Source: an optimization exercise on an open RTL-to-GDS flow (aim: small area, a short achievable clock period and few clock cycles per item). Production flows keep margins and buffers that such runs may drop.
RTL that was checked went through simulation tests only; none was proved equivalent to the original.
Only the layout flow was run in runs 1 and 2; the RTL was not checked for function there.
Power and IR drop assume default switching activity.

==> design.v <==
module ssaf_chdec (
    input  wire        clk,
    input  wire        rst,         
    input  wire        cmd_valid,
    output wire        cmd_ready,
    input  wire [31:0] cmd_s,
    input  wire [31:0] cmd_d,
    input  wire        k_valid,
    output wire        k_ready,
    input  wire [5:0]  k_data,
    input  wire        d_valid,
    output wire        d_ready,
    input  wire [31:0] d_off,
    input  wire [31:0] d_len,
    input  wire        in_valid,
    output wire        in_ready,
    input  wire [31:0] in_data,
    output reg         out_valid,
    input  wire        out_ready,
    output reg  [31:0] out_data,
    output reg         out_last
);
    reg        active;
    reg [31:0] s_left;       
    reg [31:0] d_left;       
    reg [31:0] pos;          
    reg        have_desc;
    reg        in_run;       
    reg [31:0] cur_off;
    reg [31:0] cur_len;
    reg [11:0] cidx;         
    reg        need_k;
    reg [5:0]  k;
    reg [31:0] w0, w1;
    reg        v0, v1;
    reg [4:0]  p;
    reg [1:0]  cw_mode;
    reg        zv;
    reg [31:0] z;
    reg        zfirst;       
    reg        zlast;
    reg [15:0] y2;
    wire out_free = !out_valid || out_ready;
    wire zfree    = !zv || out_free;
    wire d_nz    = (d_left != 32'd0);
    wire s_nz    = (s_left != 32'd0);
    wire at_off  = (pos == cur_off);
    wire len_nz  = (cur_len != 32'd0);
    wire want_d  = !have_desc && d_nz;
    wire zrun    = have_desc && (in_run || at_off);
    wire zslot   = zrun && len_nz;
    wire zskip   = zrun && !len_nz;
    wire lit     = active && !want_d && !zrun && s_nz;
    wire done    = active && !want_d && !have_desc && !s_nz;
    assign cmd_ready = !active;
    assign d_ready   = active && want_d;
    assign k_ready   = lit && need_k;
    assign in_ready  = !v1;
    wire [63:0] B  = {w0, w1};
    wire [46:0] f1 = p[4] ? B[47:1]  : B[63:17];
    wire [38:0] f2 = p[3] ? f1[38:0] : f1[46:8];
    wire [34:0] f3 = p[2] ? f2[34:0] : f2[38:4];
    wire [32:0] f4 = p[1] ? f3[32:0] : f3[34:2];
    wire [31:0] W  = p[0] ? f4[31:0] : f4[32:1];
    wire [5:0]  a     = v1 ? 6'd32 : (v0 ? (6'd32 - {1'b0, p}) : 6'd0);
    reg  [5:0]  u;
    integer i;
    always @(*) begin
        u = 6'd32;
        for (i = 0; i < 32; i = i + 1)
            if (!W[i]) u = 6'd31 - i[5:0];
    end
    wire       rem_mode = (cw_mode == 2'd2);
    wire [6:0] len_full = rem_mode ? {1'b0, k} : ({1'b0, u} + 7'd1 + {1'b0, k});
    wire       term     = rem_mode || (u < a);
    wire       fits     = term && (len_full <= {1'b0, a});
    wire       full_win = (a == 6'd32);
    wire [5:0]  rsh   = 6'd32 - len_full[5:0];
    wire [31:0] rraw  = W >> rsh;
    reg  [31:0] kmask;
    reg  [31:0] uk;           
    reg  [31:0] k32m;         
    always @(*) begin
        for (i = 0; i < 32; i = i + 1) begin
            kmask[i] = (i < k);
            k32m[i]  = (i < k + 5);
        end
        uk = {26'd0, u} << k;
    end
    wire [31:0] rem  = rraw & kmask;
    wire [31:0] base = (cw_mode == 2'd0) ? 32'd0 : z;
    wire [31:0] zfin = base | (rem_mode ? 32'd0 : uk) | rem;
    wire go_lit   = lit && !need_k && zfree;
    wire c_done   = go_lit && fits;
    wire c_rem    = go_lit && !rem_mode && term && !fits && full_win;
    wire c_acc    = go_lit && !rem_mode && !term && full_win;
    reg  [5:0] used;
    always @(*) begin
        used = 6'd0;
        if (c_done)      used = len_full[5:0];
        else if (c_rem)  used = u + 6'd1;
        else if (c_acc)  used = 6'd32;
    end
    wire [5:0] psum  = {1'b0, p} + used;
    wire       wcross = psum[5];
    wire       drop  = cmd_valid && !active && (p != 5'd0);
    wire       shift = wcross || drop;
    wire       v0s   = shift ? v1 : v0;
    wire       v1s   = shift ? 1'b0 : v1;
    wire       fw    = in_valid && !v1;
    wire go_zero = active && !want_d && zslot && zfree;
    wire issue   = go_zero || c_done;
    always @(posedge clk) begin
        if (rst) begin
            active    <= 1'b0;
            have_desc <= 1'b0;
            in_run    <= 1'b0;
            v0        <= 1'b0;
            v1        <= 1'b0;
            p         <= 5'd0;
            cw_mode   <= 2'd0;
            zv        <= 1'b0;
            out_valid <= 1'b0;
            need_k    <= 1'b0;
        end else begin
            if (cmd_valid && !active) begin
                active  <= 1'b1;
                s_left  <= cmd_s;
                d_left  <= cmd_d;
                pos     <= 32'd0;
                cidx    <= 12'd0;
                need_k  <= 1'b1;
            end
            if (done)
                active <= 1'b0;
            if (d_valid && d_ready) begin
                cur_off   <= d_off;
                cur_len   <= d_len;
                have_desc <= 1'b1;
                in_run    <= 1'b0;
                d_left    <= d_left - 32'd1;
            end
            if (active && !want_d && zskip)
                have_desc <= 1'b0;
            if (go_zero) begin
                cur_len <= cur_len - 32'd1;
                in_run  <= (cur_len != 32'd1);
                if (cur_len == 32'd1)
                    have_desc <= 1'b0;
            end
            if (k_valid && k_ready) begin
                k      <= k_data;
                need_k <= 1'b0;
            end
            if (c_done) begin
                cidx <= cidx + 12'd1;
                if (cidx == 12'd4095)
                    need_k <= 1'b1;
            end
            p  <= drop ? 5'd0 : psum[4:0];
            v0 <= v0s || fw;
            v1 <= v1s || (fw && v0s);
            if (shift)
                w0 <= w1;
            if (fw) begin
                if (!v0s) w0 <= in_data;
                else      w1 <= in_data;
            end
            if (c_done)
                cw_mode <= 2'd0;
            else if (c_rem)
                cw_mode <= 2'd2;
            else if (c_acc)
                cw_mode <= 2'd1;
            if (zv && out_free)
                zv <= 1'b0;
            if (issue) begin
                zv     <= 1'b1;
                z      <= go_zero ? 32'd0 : zfin;
                zfirst <= (pos[31:1] == 31'd0);
                zlast  <= (s_left == 32'd1);
                pos    <= pos + 32'd1;
                s_left <= s_left - 32'd1;
            end else if (c_rem) begin
                z <= base | uk;
            end else if (c_acc) begin
                z <= (base | k32m) + 32'd1;      
            end
            if (out_valid && out_ready)
                out_valid <= 1'b0;
            if (zv && out_free) begin
                out_valid <= 1'b1;
                out_last  <= zlast;
                y2        <= out_data[15:0];
                out_data  <= zfirst ? ynew_full : {{16{ysum[15]}}, ysum};
            end
        end
    end
    wire [31:0] e         = (z >> 1) ^ {32{z[0]}};
    wire [31:0] ynew_full = e;
    wire [15:0] ysum      = {out_data[14:0], 1'b0} - y2 + e[15:0];
endmodule
==> run.sh <==
#!/bin/bash
# synth_recipe.tcl (not shown) runs the flow's synth.tcl, then flattens the netlist and writes it again
# the make line also repeats each setting of config.mk as NAME=value (left out here)
make -C /OpenROAD-flow-scripts/flow DESIGN_CONFIG=/design/flow/config.mk WORK_HOME=/design/flow/orfs CLKGATE_MAP_FILE= SYNTH_SCRIPT=/design/flow/synth_recipe.tcl finish
==> config.mk <==
export PLATFORM = sky130hd
export DESIGN_NAME = ssaf_chdec
export DESIGN_NICKNAME = ssaf_chdec
export VERILOG_FILES = /design/flow/design.v
export SDC_FILE = /design/flow/constraint.sdc
export NUM_CORES = 4
export LEC_CHECK = 0
export ABC_CLOCK_PERIOD_IN_PS = 4000
export CAP_MARGIN = 20
export CORE_MARGIN = 2
export CORE_UTILIZATION = 40
export PLACE_DENSITY = 0.6
export SETUP_SLACK_MARGIN = 5
export SLEW_MARGIN = 20
==> constraint.sdc <==
create_clock -name core_clock -period 10.0 [get_ports {clk}]
set_input_delay 2.0000 -clock core_clock [delete_from_list [all_inputs] [get_ports {clk}]]
set_output_delay 2.0000 -clock core_clock [all_outputs]
set_load 0.01 [all_outputs]
==> summary.md, run 1 <==
| Metric | Value |
|---|---|
| Top-count cell post-synth | edfxtp_1 |
| Clk buf depth | 3 |
| Die Y | 269 um |
| Average vias per placed instance | 6.19 |
| Clock buffer count from CTS | 41 |
| Cell at the slowest stage of the critical path | mux4_2 |
| Leak Pwr | 12.8 nW |
| Skew-Pair Late Insertion Delay | 0.58 ns |
| Sink Count | 340 |
| Die Width | 269 um |
| Cell-internal power | 3.15 mW |
| Clock root cell | clkbuf_16 |
| Die area | 72,600 um^2 |
| Initial Util | 40.3% |
| Fillers | 6,398 |
| DP HPWL | 72,500 um |
| Synth top area cells | edfxtp_1 (35%), mux4_2 (8.6%), nand2_1 (3.9%) |
| Crit path time final | 7.34 ns |
| Total power | 4.66 mW |
| Comb power frac | 32.0% |
| CP required | 10.27 ns |
| Max incr delay on CP | 0.57 ns |
| Most common library cells after synthesis | edfxtp_1 (325), nand2_1 (292), nor2_1 (272), o21ai_0 (172), inv_1 (162) |
| Pin count of the biggest net entering global routing | 69 |
| Total core area | 69,900 um^2 |
| Routed wire length | 105,000 um |
| Switching share of power | 32.3% |
| Initial DRC Count | 2,818 |
| Syn Area/Cell | 9.48 um^2 |
| Slew headroom | 28.7% |
| Worst Hold Class | flop to flop |
| Setup TNS | 0 ns |
| NetSw | 1.51 mW |
| Net count, final | 3,547 |
| CP Launch Type | flop |
| Slew Limit Fails | 0 |
| Remaining antenna violation count after routing | 0 |
| Cell variety after synth | 99 |
| Gr usage total | 27.8% |
| Pwr dens | 129 nW/um^2 |
| H-tree levels | 2 |
| GRT overflow | 0 |
| Synthesis-to-layout area growth | 28.6% |
| Syn Inst Count | 2,973 |
| Seq cells post-synth | 340 |
| CTS tree | done |
| Number of enable flip-flop cells after synthesis | 325 |
| Via count | 26,494 |
| Residual DRC count | 0 |
| Core Rows | 97 |
| Synth area leader | edfxtp_1 |
| Count of final setup violators | 0 |
| Achievable Freq | 0.136 GHz |
| RSZ-0062 raised after global routing | true |
| Io pins | 211 |
| Vias in the first global route | 25,795 |
| Max Cap Viol | 0 |
| Drt first pass iters | 10 |
| DR WL/cell | 24.6 um |
| Main flop type after synthesis | edfxtp_1 |
| Seq/Total Area, Yosys | 35.7% |
| CP Data Arrival Time | 7.61 ns |
| Synth async-reset ratio | 0% |
| Power share of the clock group | 31.8% |
| Synthesized area | 28,200 um^2 |
| Peak VDD IR | 139 uV |
| Critical path class | flop to flop |
| Critical Path Sink Type | flop |
| Share of layout cells above drive strength 1 | 20.9% |
| CP dominant cell by count | buf_4 |
| Worst-path clk slew | 0.06 ns |
| Clock skew | 0.0297 ns |
| First-pass GRT wire length | 159,000 um |
| Period utilization | 73.4% |
| GPL Wtd Cong | 0.975 |
| Top-area cell type share of the netlist area | 34.6% |
| IO Port Bufs | 210 |
| Top Family by Delay on Critical Path | compound AO/OA/AOI/OAI gates |
| Final hold violations | 0 |
| Worst-Margin Slew | 1.06 ns |
| Flop pwr share | 36.1% |
| Initial antenna violation count | 4 |
| Syn. warnings | 1 |
| Outcome | no timing/DRC/antenna violations |
| Max FO, Critical Path | 32 |
| Crit path buf inv count | 8 |
| WHS | 0.419 ns |
[worst register-to-register path, delay by kind of cell (launching register included)]
kind | cells | cell delay (ns)
buffers and inverters | 8 | 1.26
flip-flops | 1 | 0.42
AND/OR/NAND/NOR | 9 | 1.13
multiplexers | 2 | 0.83
AO/OA/AOI/OAI | 15 | 2.59
adder cells (fa/ha/maj) | 3 | 0.79
[layout by cell type, fill, tap and decap left out, drive strengths merged, types with 11 or more instances in the layout]
master	n
ha	54
clkbuf	58
a21o	17
mux4	108
mux2i	108
nand2b	23
o21a	17
and3	30
o21ai	180
clkdlybuf4s50	208
xor2	104
o211ai	28
clkinv	24
nor2	272
a21oi	149
a221oi	13
o22ai	28
nand2	293
and2	30
nor2b	27
buf	265
a31oi	35
xnor2	123
mux2	49
o31ai	20
dfxtp	15
a211oi	26
fa	17
nor3	94
a222oi	38
inv	163
or2	18
nor4	42
nand3	75
nand4	27
a32oi	11
or4	11
edfxtp	325
or3	15
[registers in the layout (all words and copies together), names as in the netlist, 2 cells and up]
register,cells
cidx,12
pos,32
cur_off,32
w0,32
out_data,32
d_left,32
w1,32
z,32
k,6
s_left,32
cw_mode,2
cur_len,32
p,5
y2,16
[cell families after synthesis]
kind of cell | Yosys count | share of synthesized area (%)
AND/OR/NAND/NOR | 998 | 16.9
AO/OA/AOI/OAI | 705 | 16.8
buffers and inverters | 368 | 5.54
flip-flops | 340 | 35.7
multiplexers | 265 | 14.5
XOR/XNOR | 226 | 7.02
adder cells (fa/ha/maj) | 71 | 3.60
[area by class of cell]
cell class	instances	area [um^2]	share of cell area [%]
Multi-Input combinational cell	2268	17800	49.1
Inverter	168	673	1.86
Clock buffer	51	1090	3.02
Antenna cell	3	7.51	0.0207
Timing Repair Buffer	483	5170	14.3
Sequential cell	340	10100	27.8
Tap cell	940	1180	3.24
Clock inverter	25	245	0.677
Timing Repair inverter	1	5.00	0.0138
[power groups by stage]
stage	sequential, mW	clock (mW)	combinational, mW
2_1_floorplan	1.68	0	0.809
3_3_place_gp	1.74	0	1.13
3_5_place_dp	1.74	0	1.14
4_1_cts	1.68	1.52	1.40
5_1_grt	1.69	1.58	1.58
6_report	1.68	1.48	1.49
[stage by stage]
step	cell area (um^2)	std cells	utilization, %	setup WS (ns)
2_1_floorplan	28600	2973	-	2.52
3_3_place_gp	31200	3975	44.7	1.57
3_5_place_dp	31200	3975	44.7	1.37
4_1_cts	35400	4235	50.7	2.76
5_1_grt	36200	4277	51.8	2.33
6_report	36200	4279	51.8	2.66
[per-layer routing]
layer  GRT usage (%)  share of wire [%]  vias up
met5               0              0.039        -
met4            11.3                4.5        6
met3            4.71                8.0      292
met2            44.6                 46     1372
met1            37.4                 41    12945
li1                -                  -    11879
[path summary, 6_finish.rpt]
| path | start | end | slack, ns | cells past startpoint |
|---|---|---|---|---|
| setup / recovery | p[1] | w1[4] | 2.66 | 37 |
| hold / removal | zlast | out_last | 0.42 | 0 |
| setup reg to reg | p[1] | w1[4] | 2.66 | 37 |
| hold reg to reg | zlast | out_last | 0.42 | 0 |
[timing repair]
action / 4_1_cts / 5_1_grt
cloned: 12 / 9
setup endpoints to repair: 312 / 311
buffers inserted: 172 / 32
resized for setup: 206 / 84
pin swaps: 55 / 40
hold buffers: 0 / 0
==> run 2: changes to the inputs <==
--- a/config.mk
+++ b/config.mk
@@ -6,9 +6,7 @@
 export NUM_CORES = 4
 export LEC_CHECK = 0
-export ABC_CLOCK_PERIOD_IN_PS = 4000
 export CAP_MARGIN = 20
 export CORE_MARGIN = 2
 export CORE_UTILIZATION = 40
 export PLACE_DENSITY = 0.6
-export SETUP_SLACK_MARGIN = 5
 export SLEW_MARGIN = 20
==> run 2 against run 1 <==
Compared with the run above:
- first-iteration DRC count up 0.53%
- sequential share of layout area up 3.1 points
- worst setup slack worse by 1.9 ns
- die area unchanged
- highest routed layer is now met4
- critical path depth down 6
- routed wire length down 8.4%
==> summary.md, run 2 <==
| Metric | Value |
|---|---|
| Via count | 25,147 |
| Worst-path clk slew | 0.06 ns |
| GRT busiest layer | met2 |
| Reg2reg end | w0[9] |
| GPL Wtd Cong | 0.999 |
| Max Cap Viol | 0 |
| CP Data Arrival Time | 9.57 ns |
| Cell variety after synth | 99 |
| IO Port Bufs | 210 |
| Io pins | 211 |
| H-tree levels | 2 |
| Top-count cell post-synth | edfxtp_1 |
| Syn Inst Count | 2,973 |
| Syn Area/Cell | 9.48 um^2 |
| Commonest non-fill, non-tap cell in the layout | edfxtp_1 |
| Final hold violations | 0 |
| Initial Util | 40.3% |
| Max FO, Critical Path | 32 |
| CTS tree | done |
| DP HPWL | 71,400 um |
| Number of enable flip-flop cells after synthesis | 325 |
| Synth async-reset ratio | 0% |
| Top-area cell type share of the netlist area | 34.6% |
| Most common library cells after synthesis | edfxtp_1 (325), nand2_1 (292), nor2_1 (272), o21ai_0 (172), inv_1 (162) |
| Max incr delay on CP | 0.76 ns |
| Resize count post-CTS | 0 |
| Setup TNS | 0 ns |
| Hold Path Stages | 0 |
| Clock buffer count from CTS | 40 |
| Count of final setup violators | 0 |
| Worst Setup SP | p[2] |
| WHS Endpoint | out_last |
| Pin count of the biggest net entering global routing | 100 |
| Outcome | no timing/DRC/antenna violations |
| Die area | 72,600 um^2 |
| Main flop type after synthesis | edfxtp_1 |
| Cell at the slowest stage of the critical path | dfxtp_2 |
| DR WL/cell | 23.7 um |
| Total power | 4.35 mW |
| Fillers | 6,676 |
| Crit path time final | 9.28 ns |
| First-pass GRT wire length | 149,000 um |
| Synth top area cells | edfxtp_1 (35%), mux4_2 (8.6%), nand2_1 (3.9%) |
| Post-layout util | 46.6% |
| Die Width | 269 um |
| Post-CTS Hold Buffers | 0 |
| Total core area | 69,900 um^2 |
| Residual DRC count | 0 |
| Initial antenna violation count | 3 |
| Clock skew | 0.0356 ns |
| Pwr dens | 134 nW/um^2 |
| Met1 GRT Util | 35.7% |
| Slew Limit Fails | 0 |
| Seq cells post-synth | 340 |
| RSZ-0062 raised after global routing | false |
| Min-delay src | zlast |
| Reg2Reg Depth | 31 |
| Synthesized area | 28,200 um^2 |
| Clk buf depth | 3 |
| CP required | 10.29 ns |
| WHS | 0.427 ns |
| Skew-Pair Late Insertion Delay | 0.58 ns |
| Sink Count | 340 |
| Drt first pass iters | 8 |
| Critical path class | flop to flop |
| Met3 Use GR | 3.49% |
| Leak Pwr | 11.3 nW |
| Worst Hold Class | flop to flop |
| Remaining antenna violation count after routing | 0 |
| R2R Path Start | p[2] |
| Worst-Margin Slew | 1.12 ns |
| Seq/Total Area, Yosys | 35.7% |
| Routed wire length | 96,600 um |
| GRT overflow | 0 |
| Synth area leader | edfxtp_1 |
| Critical Path Sink Type | flop |
| Average vias per placed instance | 6.18 |
| Vias in the first global route | 24,820 |
| Clock root cell | clkbuf_16 |
| Commonest non-fill, non-tap cells in the layout | edfxtp_1 (325), nand2_1 (291), nor2_1 (270) |
| Period utilization | 92.8% |
| Share of layout cells above drive strength 1 | 10.8% |
| Synthesis-to-layout area growth | 15.7% |
| Achievable Freq | 0.108 GHz |
| Slew headroom | 24.5% |
| Syn. warnings | 1 |
| Die Y | 269 um |
| Peak VDD IR | 165 uV |
| Global routing usage on met2 | 41.5% |
| Gr usage total | 25.9% |
| Initial DRC Count | 2,833 |
| CP Launch Type | flop |
| Flop2flop setup slack | 0.72 ns |
| Core Rows | 97 |
| Net count, final | 3,337 |
## run 2: where the power goes
part	leakage, nW	switching, mW	internal, mW	total, mW
Clock	0.647	0.621	0.865	1.49
Combinational	7.52	0.675	0.485	1.16
Sequential	3.12	0.0886	1.62	1.71
Total	11.3	1.38	2.97	4.35
## run 2: worst max-delay path, delay by kind of cell (launching register included)
| kind | cells | cell delay (ns) |
|---|---|---|
| AOI/OAI and AO/OA | 17 | 4.62 |
| and+or+nand+nor | 7 | 1.30 |
| adders and majority gates | 3 | 1.10 |
| DFF | 1 | 0.76 |
| muxes | 1 | 0.59 |
| buffers and inverters | 2 | 0.49 |
| xor gates and xnor gates | 1 | 0.07 |
## run 2: cells by family (layout without fill, tap and decap cells)
family / after synthesis / count (layout) / share of synthesized area (%)
compound gates: 705 / 705 / 16.8
xor+xnor: 226 / 226 / 7.02
fa+ha+maj: 71 / 71 / 3.60
buf+inv: 368 / 519 / 5.54
flops: 340 / 340 / 35.7
mux: 265 / 265 / 14.5
other cells: 0 / 3 / 0
simple gates: 998 / 998 / 16.9
## run 2: repair_timing
item | CTS | global route
setup endpoints to repair | 0 | 32
endpoints found under the hold margin | 0 | 0
buffers inserted | 0 | 2
## run 2: layer usage
| layer | wire (um) | up-vias |
|---|---|---|
| met2 | 44500 | 1204 |
| met3 | 7000 | 225 |
| met5 | 0 | - |
| li1 | - | 11426 |
| met1 | 41200 | 12292 |
| met4 | 3760 | 0 |
## run 2: worst max-delay path by stage
stage	endpoint	slack, ns	cells past startpoint
after CTS	w1[7]	0.78	33
final	w0[9]	0.72	31
after detailed placement	w1[4]	0.83	31
after global placement	w1[5]	1.07	31
after global routing	w1[13]	0.14	33
after floorplan	pos[0]	0.54	31
## run 2: stage by stage
step,std cells,cell area [um^2],worst slack (ns)
detailed placement,3987,31200,0.830
global route,4067,32600,0.145
finish,4067,32600,0.722
CTS,4060,32500,0.780
floorplan,2973,28200,0.536
global placement,3987,31200,1.07
## run 2: area by class of cell
cell class,count,area (um^2),area share [%]
multi-input combinational,2265,16700,51.2
sequential,340,10100,30.9
timing repair buffer,278,2700,8.29
tap,940,1180,3.61
clock buffer,50,1060,3.25
inverter,168,631,1.93
clock inverter,23,269,0.825
antenna,3,7.51,0.0230
==> run 3: changes to the inputs <==
--- a/design.v
+++ b/design.v
@@ -57,10 +57,6 @@
     assign k_ready   = lit && need_k;
     assign in_ready  = !v1;
-    wire [63:0] B  = {w0, w1};
-    wire [46:0] f1 = p[4] ? B[47:1]  : B[63:17];
-    wire [38:0] f2 = p[3] ? f1[38:0] : f1[46:8];
-    wire [34:0] f3 = p[2] ? f2[34:0] : f2[38:4];
-    wire [32:0] f4 = p[1] ? f3[32:0] : f3[34:2];
-    wire [31:0] W  = p[0] ? f4[31:0] : f4[32:1];
+    wire [63:0] wpair = {w0, w1} << p;
+    wire [31:0] W     = wpair[63:32];
     wire [5:0]  a     = v1 ? 6'd32 : (v0 ? (6'd32 - {1'b0, p}) : 6'd0);
     reg  [5:0]  u;
@@ -80,9 +76,9 @@
     reg  [31:0] kmask;
     reg  [31:0] uk;           
-    reg  [31:0] k32m;         
+    reg  [31:0] k32;          
     always @(*) begin
         for (i = 0; i < 32; i = i + 1) begin
             kmask[i] = (i < k);
-            k32m[i]  = (i < k + 5);
+            k32[i]   = (i == k + 5);
         end
         uk = {26'd0, u} << k;
@@ -185,5 +181,5 @@
                 z <= base | uk;
             end else if (c_acc) begin
-                z <= (base | k32m) + 32'd1;      
+                z <= base + k32;
             end
             if (out_valid && out_ready)
==> run 3 against run 2 <==
Compared with the run above:
- core utilization grew 0.59 points
- synthesized cell count shrank 3.0%
- maximum frequency shrank 2.2%
- die area shrank 1.8%
- count of clock-buffer cells in the layout grew 6
- total power shrank 4.4%
- register-to-register slack lost 0.21 ns
- global-route usage shrank 0.30 points
- routed wire length shrank 3.4%
- largest power group unchanged
==> summary.md, run 3 <==
| Metric | Value |
|---|---|
| Total power | 4.16 mW |
| First-pass GRT wire length | 143,000 um |
| Io pins | 211 |
| GPL Wtd Cong | 1.05 |
| Commonest non-fill, non-tap cell in the layout | edfxtp_1 |
| Die Y | 267 um |
| Syn. warnings | 1 |
| Die Width | 267 um |
| Core Rows | 96 |
| R2R Path Start | p[3] |
| Cell-internal power | 2.92 mW |
| Synthesis-to-layout area growth | 17.0% |
| Slew Limit Fails | 0 |
| Routed wire length | 93,300 um |
| Total core area | 68,600 um^2 |
| Initial DRC Count | 2,638 |
| Vias in the first global route | 24,019 |
| CP Data Arrival Time | 9.73 ns |
| Count of final setup violators | 0 |
| Achievable Freq | 0.105 GHz |
| Leak Pwr | 11.5 nW |
| Dpl ws | 0.0315 ns |
| Top-area cell type share of the netlist area | 35.3% |
| Gr usage total | 25.6% |
| Sink Count | 340 |
| Pin count of the biggest net entering global routing | 86 |
| Initial Util | 40.3% |
| Reg2reg end | w1[14] |
| Flop2flop setup slack | 0.52 ns |
| Min-delay src | zlast |
| Worst-Margin Slew | 1.06 ns |
| Seq/Total Area, Yosys | 36.4% |
| CTS tree | done |
| Setup TNS | 0 ns |
| DP HPWL | 69,700 um |
| Worst Hold Class | flop to flop |
| Critical path class | flop to flop |
| Syn Inst Count | 2,885 |
| Die area | 71,300 um^2 |
| Hold Path Stages | 0 |
| Average vias per placed instance | 6.13 |
| Net count, final | 3,329 |
| Cell at the slowest stage of the critical path | mux4_1 |
| DR WL/cell | 23.2 um |
| Post-route setup slack | 0.516 ns |
| Drt first pass iters | 8 |
| Remaining antenna violation count after routing | 0 |
| Top-count cell post-synth | nor2_1 |
| WHS | 0.431 ns |
| Main flop type after synthesis | edfxtp_1 |
| Placed Instances | 3,938 |
| Period utilization | 94.8% |
| Number of enable flip-flop cells after synthesis | 325 |
| Peak VDD IR | 125 uV |
| Crit path time final | 9.48 ns |
| Cell variety after synth | 105 |
| Finished Layout Cells | 4,020 |
| Worst-path clk slew | 0.06 ns |
| CP Launch Type | flop |
| Clock buffer count from CTS | 41 |
| Final hold violations | 0 |
| Commonest non-fill, non-tap cells in the layout | edfxtp_1 (325), nor2_1 (322), nand2_1 (251) |
| Reg2Reg Depth | 31 |
| Via count | 24,639 |
| Synth async-reset ratio | 0% |
| GRT overflow | 0 |
| Clk buf depth | 3 |
| Seq cells post-synth | 340 |
| RSZ-0062 raised after global routing | false |
| CP required | 10.25 ns |
| IO Port Bufs | 210 |
| Skew-Pair Late Insertion Delay | 0.59 ns |
| Pwr dens | 129 nW/um^2 |
| Max Cap Viol | 0 |
| Initial antenna violation count | 6 |
| Residual DRC count | 0 |
| Synth area leader | edfxtp_1 |
| Switching share of power | 29.9% |
| Slew headroom | 28.9% |
| Max incr delay on CP | 0.74 ns |
| Syn Area/Cell | 9.59 um^2 |
| Critical Path Sink Type | flop |
| Most common library cells after synthesis | nor2_1 (326), edfxtp_1 (325), nand2_1 (252), o21ai_0 (176), a21oi_1 (157) |
| Synthesized area | 27,700 um^2 |
| Comb power frac | 22.6% |
| Share of layout cells above drive strength 1 | 11.0% |
| Flop pwr share | 40.6% |
| H-tree levels | 2 |
| NetSw | 1.24 mW |
| Power share of the clock group | 36.8% |
| Max FO, Critical Path | 32 |
| Outcome | no timing/DRC/antenna violations |
| Clock root cell | clkbuf_16 |
| Post-CTS Hold Buffers | 0 |
| WHS Endpoint | out_last |
| Worst Setup SP | p[3] |
| Clock skew | 0.0503 ns |
| Synth top area cells | edfxtp_1 (35%), mux4_2 (5.5%), xnor2_1 (4.6%) |
-- run 3: worst max path at each step --
stage,end,depth (start not counted)
final,w1[14],31
after global routing,w1[13],32
after CTS,w1[13],31
after detailed placement,w0[13],32
after global placement,w0[11],32
after floorplan,w1[0],37
-- run 3: what timing repair did --
item,CTS,global route
endpoints found under the setup margin,43,64
cloned,1,2
pin swaps,2,2
resized for setup,1,14
setup buffers,1,2
-- run 3: layout make-up --
cell class              count  area [um^2]
diodes                      1         2.50
clock buffers              56         1170
clock inverters            18          220
fillers                  6436        36200
inverters                  93          349
multi-input cells        2287        16600
flip-flops and latches    340        10100
well taps                 931         1160
repair buffers            294         2800
-- run 3: metrics by stage --
stage | area, um^2 | util (%)
2_1_floorplan | 27700 | -
6_report | 32400 | 47.2
5_1_grt | 32400 | 47.2
3_5_place_dp | 30800 | 44.9
4_1_cts | 32200 | 46.9
3_3_place_gp | 30800 | 44.9
-- run 3: critical path: cells and delay by family (launching register included) --
family,cells,cell delay (ns)
AO/OA/AOI/OAI,17,4.04
XOR/XNOR,1,0.34
adder cells (fa/ha/maj),3,0.87
buffers and inverters,2,0.43
flip-flops,1,0.58
multiplexers,2,1.24
AND/OR/NAND/NOR,6,1.59
-- run 3: metal layers --
layer	vias to the layer above	global-route usage (%)	share of wire, %
li1	11242	-	-
met1	11956	34.3	42
met2	1174	40.9	46
met3	259	5.47	8.4
met4	8	8.97	3.7
met5	-	0	0.064
-- run 3: cells by family after synthesis --
kind of cell	after synthesis	share of synthesized area, %
adders and majority gates	99	4.96
other	2	0.0271
DFF	340	36.4
xor gates and xnor gates	237	7.57
and+or+nand+nor	1001	17.3
muxes	208	11.3
buffers and inverters	265	4.50
AOI/OAI and AO/OA	733	18.0
-- run 3: power by group through the flow --
stage               Clock [mW]  Combinational (mW)  Sequential (mW)
floorplan                    0               0.613             1.68
global placement             0               0.906             1.71
detailed placement           0               0.913             1.72
CTS                       1.56               0.919             1.69
global route              1.62                1.01             1.69
finish                    1.53               0.940             1.69
Testbench counts of run 3, summed over its fixed seeds: cycles 100,888, items 100,391.

afterwards: timing with drivers on the ports:
How much do the figures lean on ideal ports? The routed layouts below were timed once more, with nothing changed but the port constraints. Step 1 sets driving cells, clkbuf_16 on the clock port and buf_2 on the other inputs (assumed; they add their load-dependent delay and slew). Step 2 moves the port delays by t, midway between the first and last clock arrival at a register: inputs arrive t later, outputs are due t later. That takes back most of the time a late clock gives input paths. Slacks: ideal ports / drivers / drivers and shift; pairs: ideal ports / drivers.
| run | shift t [ns] | setup WS [ns] | worst setup path at the end | worst register clock-pin slew, ns |
|---|---|---|---|---|
| run 1 | 0.635 | 2.659 / 2.659 / 2.659 | register to register | 0.06 / 0.06 |
| run 2 | 0.622 | 0.722 / 0.722 / 0.722 | register to register | 0.07 / 0.07 |
| run 3 | 0.627 | 0.516 / 0.516 / 0.516 | register to register | 0.06 / 0.06 |
After both steps every run listed still meets setup and hold.
